From an optimization exercise on the open Yosys and OpenROAD flow, aimed at small area; shortcuts taken in it are not production practice.
Only simulation tests tie the RTL to the original design; equivalence was not proved.
Power is estimated from default activity; no workload was simulated.

`flow/flow/run.sh`:
```
#!/bin/bash
# The standard layout with three changes:
#  - synthesis maps logic with an area-oriented ABC script (synth_area.tcl is
#    synth_recipe.tcl with ABC's -script swapped); registers are untouched;
#  - CTS uses clkbuf_8 buffers on clusters of at most 22 sinks, no dummy loads;
#  - the port buffers are buf_1 cells.
set -euo pipefail
here=$(pwd)
export CTS_ARGS="-sink_clustering_enable -repair_clock_nets -dont_use_dummy_load -buf_list {sky130_fd_sc_hd__clkbuf_8} -sink_clustering_size 22 -sink_clustering_max_diameter 50"
export BUFFER_PORTS_ARGS="-buffer_cell sky130_fd_sc_hd__buf_1"
sed "s#SYNTH_SCRIPT=[^ ]*#SYNTH_SCRIPT=$here/flow/synth_area.tcl#" standard.sh > synth_area.sh
bash synth_area.sh synth > synth.log 2>&1
bash standard.sh > standard.log 2>&1
```
`flow/flow/abc_area_min.script`:
```
&get -n
&st
&dch
&nf -a
&put
strash
dch
map -a
```
`flow/flow/synth_area.tcl`:
```
proc synth {args} { yosys synth -nofsm -noshare {*}$args }
# area-oriented ABC mapping in place of the speed script
set ::area_abc_script [file join [file dirname [file normalize [info script]]] abc_area_min.script]
proc abc {args} {
  set i [lsearch -exact $args -script]
  if { $i >= 0 } { set args [lreplace $args $i [expr {$i + 1}] -script $::area_abc_script] }
  set j [lsearch -exact $args -D]
  if { $j >= 0 } { set args [lreplace $args $j [expr {$j + 1}]] }
  yosys abc {*}$args
}
source $::env(SCRIPTS_DIR)/synth.tcl
# left out here: clear keep_hierarchy, flatten, clean up, hide names made inside functions, write 1_2_yosys.v
```
`flow/standard.sh`:
```
#!/bin/bash
# synth_recipe.tcl (not shown) runs the flow's synth.tcl, then flattens the netlist and writes it again
# the make line also repeats each setting of config.mk as NAME=value (left out here)
make -C /OpenROAD-flow-scripts/flow DESIGN_CONFIG=/design/flow/config.mk WORK_HOME=/design/flow/orfs CLKGATE_MAP_FILE= SYNTH_SCRIPT=/design/flow/synth_recipe.tcl "${@:-finish}"
```
`flow/config.mk`:
```
export PLATFORM = sky130hd
export DESIGN_NAME = dxl2_tx
export DESIGN_NICKNAME = dxl2_tx
export VERILOG_FILES = /design/flow/design.v
export SDC_FILE = /design/flow/constraint.sdc
export NUM_CORES = 4
export LEC_CHECK = 0
export CAP_MARGIN = 20
export CORE_MARGIN = 2
export CORE_UTILIZATION = 40
export SLEW_MARGIN = 20
```
`flow/constraint.sdc`:
```
create_clock -name core_clock -period 10.0 [get_ports {clk}]
set_input_delay 2.0000 -clock core_clock [delete_from_list [all_inputs] [get_ports {clk}]]
set_output_delay 2.0000 -clock core_clock [all_outputs]
set_load 0.01 [all_outputs]
```
`flow/design.v`:
```
module dxl2_crc_table (
  input  wire [15:0] crc,
  input  wire [7:0]  data,
  output reg  [15:0] next
);
  integer k;
  always @(*) begin
    next = crc ^ {data, 8'h00};
    for (k = 0; k < 8; k = k + 1)
      next = next[15] ? ((next << 1) ^ 16'h8005) : (next << 1);
  end
endmodule
module dxl2_tx (
  input  wire        clk,
  input  wire        rst,         
  input  wire        s_valid,
  output wire        s_ready,
  input  wire [7:0]  s_data,
  input  wire        s_last,
  output wire        m_valid,
  input  wire        m_ready,
  output reg  [7:0]  m_data,
  output wire        m_last,
  output wire        rej_valid,
  output wire [1:0]  rej_code     
);
  localparam integer MAXP  = 64;
  localparam integer NSLOT = 1 + MAXP;      
  localparam [6:0] S0  = 7'b0000000;
  localparam [6:0] S1  = 7'b0000001;
  localparam [6:0] S65 = 7'b1100011;
  localparam [6:0] S66 = 7'b1000111;
  localparam [15:0] CRC_HDR = 16'h0E28;
  localparam [3:0] T_FF0  = 4'd0;
  localparam [3:0] T_FF1  = 4'd1;
  localparam [3:0] T_FD   = 4'd2;
  localparam [3:0] T_00   = 4'd3;
  localparam [3:0] T_ID   = 4'd4;
  localparam [3:0] T_LLO  = 4'd5;
  localparam [3:0] T_LHI  = 4'd6;
  localparam [3:0] T_BODY = 4'd7;
  localparam [3:0] T_STUF = 4'd8;
  localparam [3:0] T_CLO  = 4'd9;
  localparam [3:0] T_CHI  = 4'd10;
  localparam [3:0] T_IN   = 4'd12;
  localparam [3:0] T_REJ  = 4'd13;
  function [6:0] lfsr;
    input [6:0] q;
    lfsr = {q[5:0], ~(q[6] ^ q[5])};
  endfunction
  reg  [7:0]  ring [0:NSLOT-1];
  reg  [6:0]  p;           
  reg  [3:0]  st;
  reg  [6:0]  cnt;         
  reg  [6:0]  sl;          
  reg  [1:0]  win;         
  reg         id_bad;
  reg         ov;
  reg  [15:0] crc;
  wire [7:0] tap = ring[NSLOT-1];
  wire in_st  = (st == T_IN);
  wire rej_st = (st == T_REJ);
  wire out_st = ~st[3] | ~st[2];
  always @(posedge clk) begin
    if (rst || p == S65) p <= S1;
    else                 p <= lfsr(p);
  end
  wire full      = (cnt == S66);
  wire first     = (cnt == S0);
  wire slot_here = (p == cnt);
  reg [7:0] obyte;
  always @(*) begin
    case (st)
      T_FF0, T_FF1:  obyte = 8'hFF;
      T_FD, T_STUF:  obyte = 8'hFD;
      T_BODY:        obyte = tap;
      T_LLO:         obyte = {1'b0, sl};
      T_CLO:         obyte = crc[7:0];
      T_ID, T_CHI:   obyte = crc[15:8];
      default:       obyte = 8'h00;
    endcase
  end
  wire [7:0] wb = in_st ? s_data : tap;    
  wire hi6   = &wb[7:2];
  wire is_ff = hi6 & wb[1] & wb[0];
  wire is_fd = hi6 & ~wb[1] & wb[0];
  wire match = win[1] & ~win[0] & is_fd;
  wire [1:0] win_next = (is_ff & ~match) ? {win[0] | win[1], ~(win[0] | win[1])} : 2'd0;
  wire pre_stuff = in_st & ~ov & s_valid & slot_here & match & ~id_bad;
  assign s_ready = in_st & ~ov & (first | id_bad | full | (slot_here & ~match));
  wire s_hs = s_valid & s_ready;
  always @(posedge clk) begin
    ring[0] <= (in_st & s_valid & slot_here) ? s_data : tap;
  end
  genvar gi;
  generate
    for (gi = 1; gi < NSLOT; gi = gi + 1) begin : g_ring
      always @(posedge clk) ring[gi] <= ring[gi-1];
    end
  endgenerate
  assign rej_valid = rej_st;
  assign rej_code  = {~id_bad, id_bad | (cnt == S1)};
  wire at_body  = (st == T_BODY);
  wire body_end = at_body & (sl == 7'b1111101);    
  wire avail    = ~at_body | (slot_here & ~body_end);
  wire ld       = out_st & (~ov | m_ready) & avail;
  wire [15:0] crc_next;
  wire [7:0] crc_data = (st == T_ID) ? CRC_HDR[15:8] : obyte;
  dxl2_crc_table u_crc (.crc(crc), .data(crc_data), .next(crc_next));
  assign m_valid = ov;
  assign m_last  = ~out_st;
  always @(posedge clk) begin
    if (ld)
      m_data <= obyte;
    if (ld && (st == T_ID || st == T_LLO || st == T_LHI || st == T_BODY || st == T_STUF))
      crc <= crc_next;
    else if (in_st && s_hs && first)
      crc <= {s_data, CRC_HDR[7:0]};
  end
  always @(posedge clk) begin
    if (rst) begin
      st     <= T_IN;
      cnt    <= S0;
      ov     <= 1'b0;
      id_bad <= 1'b0;
    end else begin
      if (ld)
        ov <= 1'b1;
      else if (m_ready)
        ov <= 1'b0;
      if (in_st) begin
        if (pre_stuff) begin
          sl  <= sl + 7'd1;
          win <= 2'd3;
        end
        if (s_hs) begin
          if (!full) cnt <= lfsr(cnt);
          if (first) begin
            id_bad <= is_ff | is_fd;
            sl     <= 7'd2;
            win    <= 2'd0;
          end else begin
            sl  <= sl + 7'd1;
            win <= win_next;
          end
          if (s_last) begin
            if (first || id_bad || full) begin
              st <= T_REJ;
            end else begin
              st  <= T_FF0;
              cnt <= S1;
            end
          end
        end
      end else if (rej_st) begin
        st     <= T_IN;
        cnt    <= S0;
        id_bad <= 1'b0;
      end else begin
        if (body_end)
          st <= T_CLO;
        if (ld) begin
          case (st)
            T_ID: st <= T_LLO;
            T_LLO: begin
              st  <= T_LHI;
              sl  <= ~sl;
              win <= 2'd0;
            end
            T_BODY: begin
              st  <= match ? T_STUF : T_BODY;
              cnt <= lfsr(cnt);
              sl  <= sl + 7'd1;
              win <= win_next;
            end
            T_STUF: begin
              st <= T_BODY;
              sl <= sl + 7'd1;
            end
            T_CHI: begin
              st     <= T_IN;
              cnt    <= S0;
              id_bad <= 1'b0;
            end
            default: st <= st + 4'd1;
          endcase
        end
      end
    end
  end
endmodule
```
==> impl_metrics.ini, run 1 <==
[outcome]
status = complete, no violations

[worst_hold_path]
min_path_type = reg -> reg
whs_path_depth = 0
min_from = ring[62][5]
holdPathEnd = ring[63][5]

[route]
drc = 0
routedWlPerCell_um = 13.2
ant_nets = 0
drt_iter0_markers = 365
first_pass_iters = 5
post_drt_via_cell_ratio = 4.28
vias = 6067
wl_um = 18700

[sta]
period_needed_ns = 6.11
fin_crit_sh_pct = 61.1
fmax_mhz = 164
rsz0062_at_grt = false
hold_ws_ns = 0.257
hold_violations = 0
drv_slew = 0
setup_viol_count_final = 0
finClkSkew_ns = 0.0627
relSlewSlack_pct = 38.8
worst_pin_slew_ns = 0.911
finalSetupTns_ns = 0

[clock_network]
cts_max_level = 2
cts-root-buf = clkbuf_8
clk_pin_slew_worst_paths_ns = 0.12
cts_setup_buffers = 0
cts_buffers = 40
ctsResizeCount = 0
numClockSinks = 573
cts_tree = built
worstSkewPairLatency_ns = 0.57
cts_buffer_depth = 3
ctsHoldBuffers = 0

[cells_and_area]
fill_cells = 3014
drive_above_1_share_pct = 5.15
nets = 992
multiInputGateArea_um2 = 1500
area.sequential_um2 = 11800
n_antenna_cell = 0
area_growth_pct = 9.14

[yosys]
yosys_warnings = 3
synth_edf_count = 33
netlist_area_um2 = 13500
mappedNetlistNets = 921
ys.flop_type = dfxtp_1
ys_seq_elements = 573
synth_seq_area_share_pct = 87.3
synthDistinctLibCells = 29
async_flop_share_pct = 0
synth_area_per_cell_um2 = 15.0
netlist_instances = 902

[pwr]
peakVddDrop_mv = 0.138
p_leak_uw = 0.00559
power_density_nw_per_um2 = 285

[die]
fp.coreArea_um2 = 33400
ios = 27
die_w_um = 188
die-area_um2 = 35300
rows = 67
die_y_um = 188
start_util_pct = 40.4

[flow_run]
maxCapViolCount = 0

[global_route]
grt.total_usage_pct = 10.9
grt_pass1_wl_um = 31000
grt_max_degree = 23
grt_overflow_total = 0
antenna_found_initial = 0
grt_pass1_vias = 6046

[critical_path]
crit_path_max_fanout = 3
cpMaxStageDelayCell = nor4_1
r2r_start = st[3]
worst-setup-path-type = in -> out
r2r_cells = 12
required_ns = 8.00
start_kind = input pin
r2r-end = sl[0]
worstSetupStartpoint = s_data[6]
cp-end-kind = primary output
crit_arrival_ns = 4.11
reg2reg_setup_slack_ns = 5.50
path_cells = buf_1 > clkinv_1 > nor4_1 > nand2_1 > nor2_1 > nor2_1 > nor4_1 > clkinv_1 > nand2_1 > a21oi_1 > buf_1
critPathMaxStageDelay_ns = 0.49

[place]
gp_congestion = 0.855
place_hpwl_um = 11400
port_buffers = 26
==> logic make-up after synthesis <==
| logic type | Yosys count | share of synthesized area, % |
|---|---|---|
| buffers and inverters | 60 | 1.67 |
| flip-flops | 573 | 87.3 |
| AND/OR/NAND/NOR | 141 | 4.48 |
| XOR/XNOR | 31 | 2.01 |
| adder cells (fa/ha/maj) | 6 | 0.555 |
| AO/OA/AOI/OAI | 91 | 4.02 |
==> cells in the mapped netlist, drive strengths merged, types with 5 or more instances <==
cell / n / area share, %
edfxtp: 33 / 7.3
nor3: 9 / 0.33
nor2: 51 / 1.4
nor4: 7 / 0.32
a22oi: 9 / 0.50
xor2: 18 / 1.2
dfxtp: 540 / 80
nand2: 48 / 1.3
ha: 6 / 0.56
o21ai: 32 / 1.2
nand4: 5 / 0.23
xnor2: 13 / 0.84
nand3: 16 / 0.59
clkinv: 60 / 1.7
a21oi: 26 / 0.96
==> cells in the final DEF, fill, tap and decap left out, types with 2 or more instances in the layout <==
master	count
ha_1	6
o21ai_0	32
or2_2	4
o22ai_1	4
nor2_1	51
a31oi_1	4
a22oi_1	9
edfxtp_1	33
a21oi_1	26
buf_1	26
xor2_1	18
o221ai_1	3
a211oi_1	2
nor4_1	7
o211ai_1	4
nor3_1	8
dfxtp_1	540
nand2_1	48
nand4_1	5
buf_4	3
clkinv_1	60
clkbuf_8	40
xnor2_1	13
nand3_1	16
==> metrics by stage <==
stage	area (um2)	power (uW)	setup slack, ns	cells	utilization (%)
after floorplan	13500	3080	4.73	902	-
after global placement	14200	3260	4.00	1379	42.5
after detailed placement	14200	3280	3.96	1379	42.5
after CTS	14800	4260	3.95	1419	44.1
after global routing	14800	4450	3.58	1419	44.1
final	14800	4210	3.89	1419	44.1
==> state kept, by name, summed over array words and instances (netlist names) <==
| name | flops |
|---|---|
| cnt | 7 |
| m_data | 8 |
| ring | 520 |
| st | 4 |
| p | 7 |
| win | 2 |
| crc | 16 |
| sl | 7 |
| id_bad | 1 |
| ov | 1 |
==> how the worst max path moves through the flow <==
stage,endpoint,depth (start not counted)
after global routing,s_ready,12
after CTS,s_ready,11
after detailed placement,s_ready,11
after global placement,s_ready,11
final,s_ready,11
after floorplan,s_ready,9
==> power breakdown <==
part           leakage (uW)  internal, uW  switching, uW  total, uW
combinational      0.000640           244            476        720
sequential          0.00466          2440           69.3       2510
clock              0.000288           361            619        980
total               0.00559          3050           1160       4210
==> routing by layer <==
metal	routed length, um	up-vias	GRT usage [%]
met5	0	-	0
met4	594	0	4.54
met3	987	53	2.70
met2	7340	128	15.3
met1	9780	2859	16.0
li1	-	3027	-
==> critical path: cells and delay by family <==
family                 cells  cell delay, ns
AO/OA/AOI/OAI              1            0.08
AND/OR/NAND/NOR            6            1.37
buffers and inverters      4            0.64
==> final cells by class <==
class	count	share of cell area, %
Timing Repair Buffer	29	0.814
Multi-Input combinational cell	269	10.2
Inverter	60	1.53
Clock buffer	40	3.73
Sequential cell	573	80.0
Tap cell	448	3.80
==> run 2, diff against run 1 <==
--- a/flow/flow/run.sh
+++ b/flow/flow/run.sh
@@ -6,7 +6,7 @@
 #  - the port buffers are buf_1 cells.
 set -euo pipefail
 here=$(pwd)
-export CTS_ARGS="-sink_clustering_enable -repair_clock_nets -dont_use_dummy_load -buf_list {sky130_fd_sc_hd__clkbuf_8} -sink_clustering_size 22 -sink_clustering_max_diameter 50"
+export CTS_ARGS="-sink_clustering_enable -repair_clock_nets -dont_use_dummy_load -buf_list {sky130_fd_sc_hd__clkbuf_8} -sink_clustering_size 22 -sink_clustering_max_diameter 70"
 export BUFFER_PORTS_ARGS="-buffer_cell sky130_fd_sc_hd__buf_1"
 sed "s#SYNTH_SCRIPT=[^ ]*#SYNTH_SCRIPT=$here/flow/synth_area.tcl#" standard.sh > synth_area.sh
 bash synth_area.sh synth > synth.log 2>&1
--- a/flow/config.mk
+++ b/flow/config.mk
@@ -7,5 +7,6 @@
 export LEC_CHECK = 0
 export CAP_MARGIN = 20
 export CORE_MARGIN = 2
-export CORE_UTILIZATION = 40
+export CORE_UTILIZATION = 65
+export PLACE_DENSITY = 0.75
 export SLEW_MARGIN = 20
==> run 2 against run 1 <==
  * Core utilization increased by 27 points
  * Highest routed layer unchanged
  * Non-clock buffer count fell by 1
  * Synthesized cell count unchanged
  * Largest power group unchanged
  * Still clean
  * Area after synthesis is the same
==> impl_metrics.ini, run 2 <==
[clock_network]
cts_max_level = 1
cts_buffers = 30
cts_buffer_depth = 3
cts_tree = built
ctsResizeCount = 0
ctsHoldBuffers = 0
numClockSinks = 573
cts-root-buf = clkbuf_8
clk_pin_slew_worst_paths_ns = 0.11
worstSkewPairLatency_ns = 0.60
cts_setup_buffers = 0

[critical_path]
worst-setup-path-type = in -> out
required_ns = 8.00
cp-end-kind = primary output
crit_arrival_ns = 4.08
r2r_cells = 12
r2r-end = sl[5]
r2r_start = st[2]
start_kind = input pin
reg2reg_setup_slack_ns = 5.70
endpoint = s_ready
worstSetupStartpoint = s_data[0]
crit_path_max_fanout = 3

[yosys]
mappedNetlistNets = 921
synthDistinctLibCells = 29
synth_area_leaders = dfxtp_1 80%, edfxtp_1 7.3%, clkinv_1 1.7%, nor2_1 1.4%, nand2_1 1.3%
yosys_warnings = 3
synth_common_cells = 540 x dfxtp_1, 60 x clkinv_1, 51 x nor2_1, 48 x nand2_1, 33 x edfxtp_1
synth_top_area_share_pct = 79.9
synth_area_leader_cell = dfxtp_1
async_flop_share_pct = 0
netlist_area_um2 = 13500
synth_area_per_cell_um2 = 15.0
ys_seq_elements = 573
synth_seq_area_share_pct = 87.3
ys.flop_type = dfxtp_1
yosysMostFrequentCell = dfxtp_1
netlist_instances = 902
synth_edf_count = 33

[sta]
rsz0062_at_grt = false
finalSetupTns_ns = 0
finClkSkew_ns = 0.0249
relSlewSlack_pct = 33.5
period_needed_ns = 6.08
hold_ws_ns = 0.306
worst_pin_slew_ns = 0.994
setup_viol_count_final = 0
fmax_mhz = 165
drv_slew = 0
fin_crit_sh_pct = 60.8
hold_violations = 0

[worst_hold_path]
min_path_type = reg -> reg

[cells_and_area]
largest_register_ffs = 520
mostFrequentLayoutCell = dfxtp_1
final_cell_area_um2 = 14400
multiInputGateArea_um2 = 1500
reg_top3 = ring (520), crc (16), m_data (8)
regMostFlops = ring
nets = 981
area.sequential_um2 = 11800
n_antenna_cell = 0
fill_cells = 1357
area_growth_pct = 6.42
mostFrequentLayoutCells = 540 x dfxtp_1, 60 x clkinv_1, 51 x nor2_1
drive_above_1_share_pct = 4.06
final_util_pct = 70.9

[global_route]
antenna_found_initial = 0
grt.total_usage_pct = 16.9
grt_pass1_vias = 5791
grt_max_degree = 23
grt_overflow_total = 0
grt_pass1_wl_um = 29400

[outcome]
status = complete, no violations

[route]
ant_nets = 0
post_drt_via_cell_ratio = 4.78
first_pass_iters = 7
vias = 5881
drc = 0
drt_iter0_markers = 340
wl_um = 18000
routedWlPerCell_um = 14.6

[pwr]
p_leak_uw = 0.00551
peakVddDrop_mv = 0.173
power_density_nw_per_um2 = 283
power_uw = 4080

[place]
port_buffers = 26
gp_congestion = 0.884
place_hpwl_um = 11300
dpl_cell_area_um2 = 14000

[die]
die-area_um2 = 22000
fp.coreArea_um2 = 20300
rows = 52
die_y_um = 148
die_w_um = 148
start_util_pct = 66.6
ios = 27

[flow_run]
maxCapViolCount = 0
-- run 2: cell counts after synthesis --
Identical to the previous run, type by type.
-- run 2: per-stage QoR --
| stage | cells | setup WS [ns] |
|---|---|---|
| floorplan | 902 | 4.73 |
| global placement | 1200 | 4.06 |
| detailed placement | 1200 | 3.95 |
| CTS | 1230 | 3.96 |
| global route | 1230 | 3.79 |
| finish | 1230 | 3.92 |
-- run 2: report_power, final --
group | internal, uW | leakage, uW | total (uW) | switching [uW]
combinational | 244 | 0.000634 | 706 | 462
sequential | 2440 | 0.00466 | 2510 | 68.8
clock | 271 | 0.000216 | 858 | 588
-- run 2: layout make-up --
class                      instances  area share [%]
timing repair buffer              28           0.783
clock buffer                      30            2.87
sequential                       573            82.0
multi-input combinational        269            10.4
tap                              270            2.35
inverter                          60            1.57
-- run 2: layer usage --
metal  vias up  share of wire (%)  track usage [%]
li1       3009                  -                -
met1      2720                 50             24.7
met2       107                 42             25.5
met3        45                3.7             2.91
met4         0                3.7             6.81
met5         -                  0                0
-- run 2: worst min path at each step --
stage | endpoint | depth (start not counted) | slack (ns) | startpoint
floorplan | ring[10][0] | 0 | 0.31 | ring[9][0]
global placement | ring[55][7] | 0 | 0.31 | ring[54][7]
detailed placement | ring[62][2] | 0 | 0.31 | ring[61][2]
CTS | ring[27][0] | 0 | 0.31 | ring[26][0]
global route | ring[63][4] | 0 | 0.31 | ring[62][4]
finish | ring[15][0] | 0 | 0.31 | ring[14][0]
-- run 2: logic make-up (layout without fill, tap and decap cells) --
kind of cell,Yosys count,in the layout,synth area share (%)
AOI/OAI and AO/OA,91,91,4.02
xor gates and xnor gates,31,31,2.01
adders and majority gates,6,6,0.555
buffers and inverters,60,118,1.67
DFF,573,573,87.3
and+or+nand+nor,141,141,4.48
-- run 2: critical path, stage by stage --
cell      delay, ns
buf_1          0.11
clkinv_1       0.09
nor3_1         0.67
nand2_1        0.11
nor2_1         0.16
nor2_1         0.06
nor4_1         0.40
clkinv_1       0.17
nand2_1        0.09
a21oi_1        0.08
buf_1          0.14

[re-timing with driven ports]
In the flow no input, the clock included, has a driving cell. The finished layouts below were timed again as built, in two steps.
Step 1 assumes that a clkbuf_16 drives the clock port and a buf_2 every other input.
Step 2 moves the port delays by t, midway between the first and last clock arrival at a register: inputs arrive t later, outputs are due t later. That takes back most of the time a late clock gives input paths.
a / b / c = ideal ports / drivers / drivers and shift; a / b = the first two.
run	t (ns)	setup WS [ns]	worst setup path after step 2	latest minus earliest clock arrival (ns)	worst register clock-pin slew, ns
run 1	0.583	3.892 / 3.868 / 3.868	input to output	0.073 / 0.073	0.12 / 0.12
run 2	0.627	3.922 / 3.887 / 3.887	input to output	0.027 / 0.027	0.12 / 0.12
After both steps setup and hold are still met in every run listed. For run 2, which loses most, drivers alone change the setup slack by -0.035 ns; drivers and shift together by -0.035 ns.
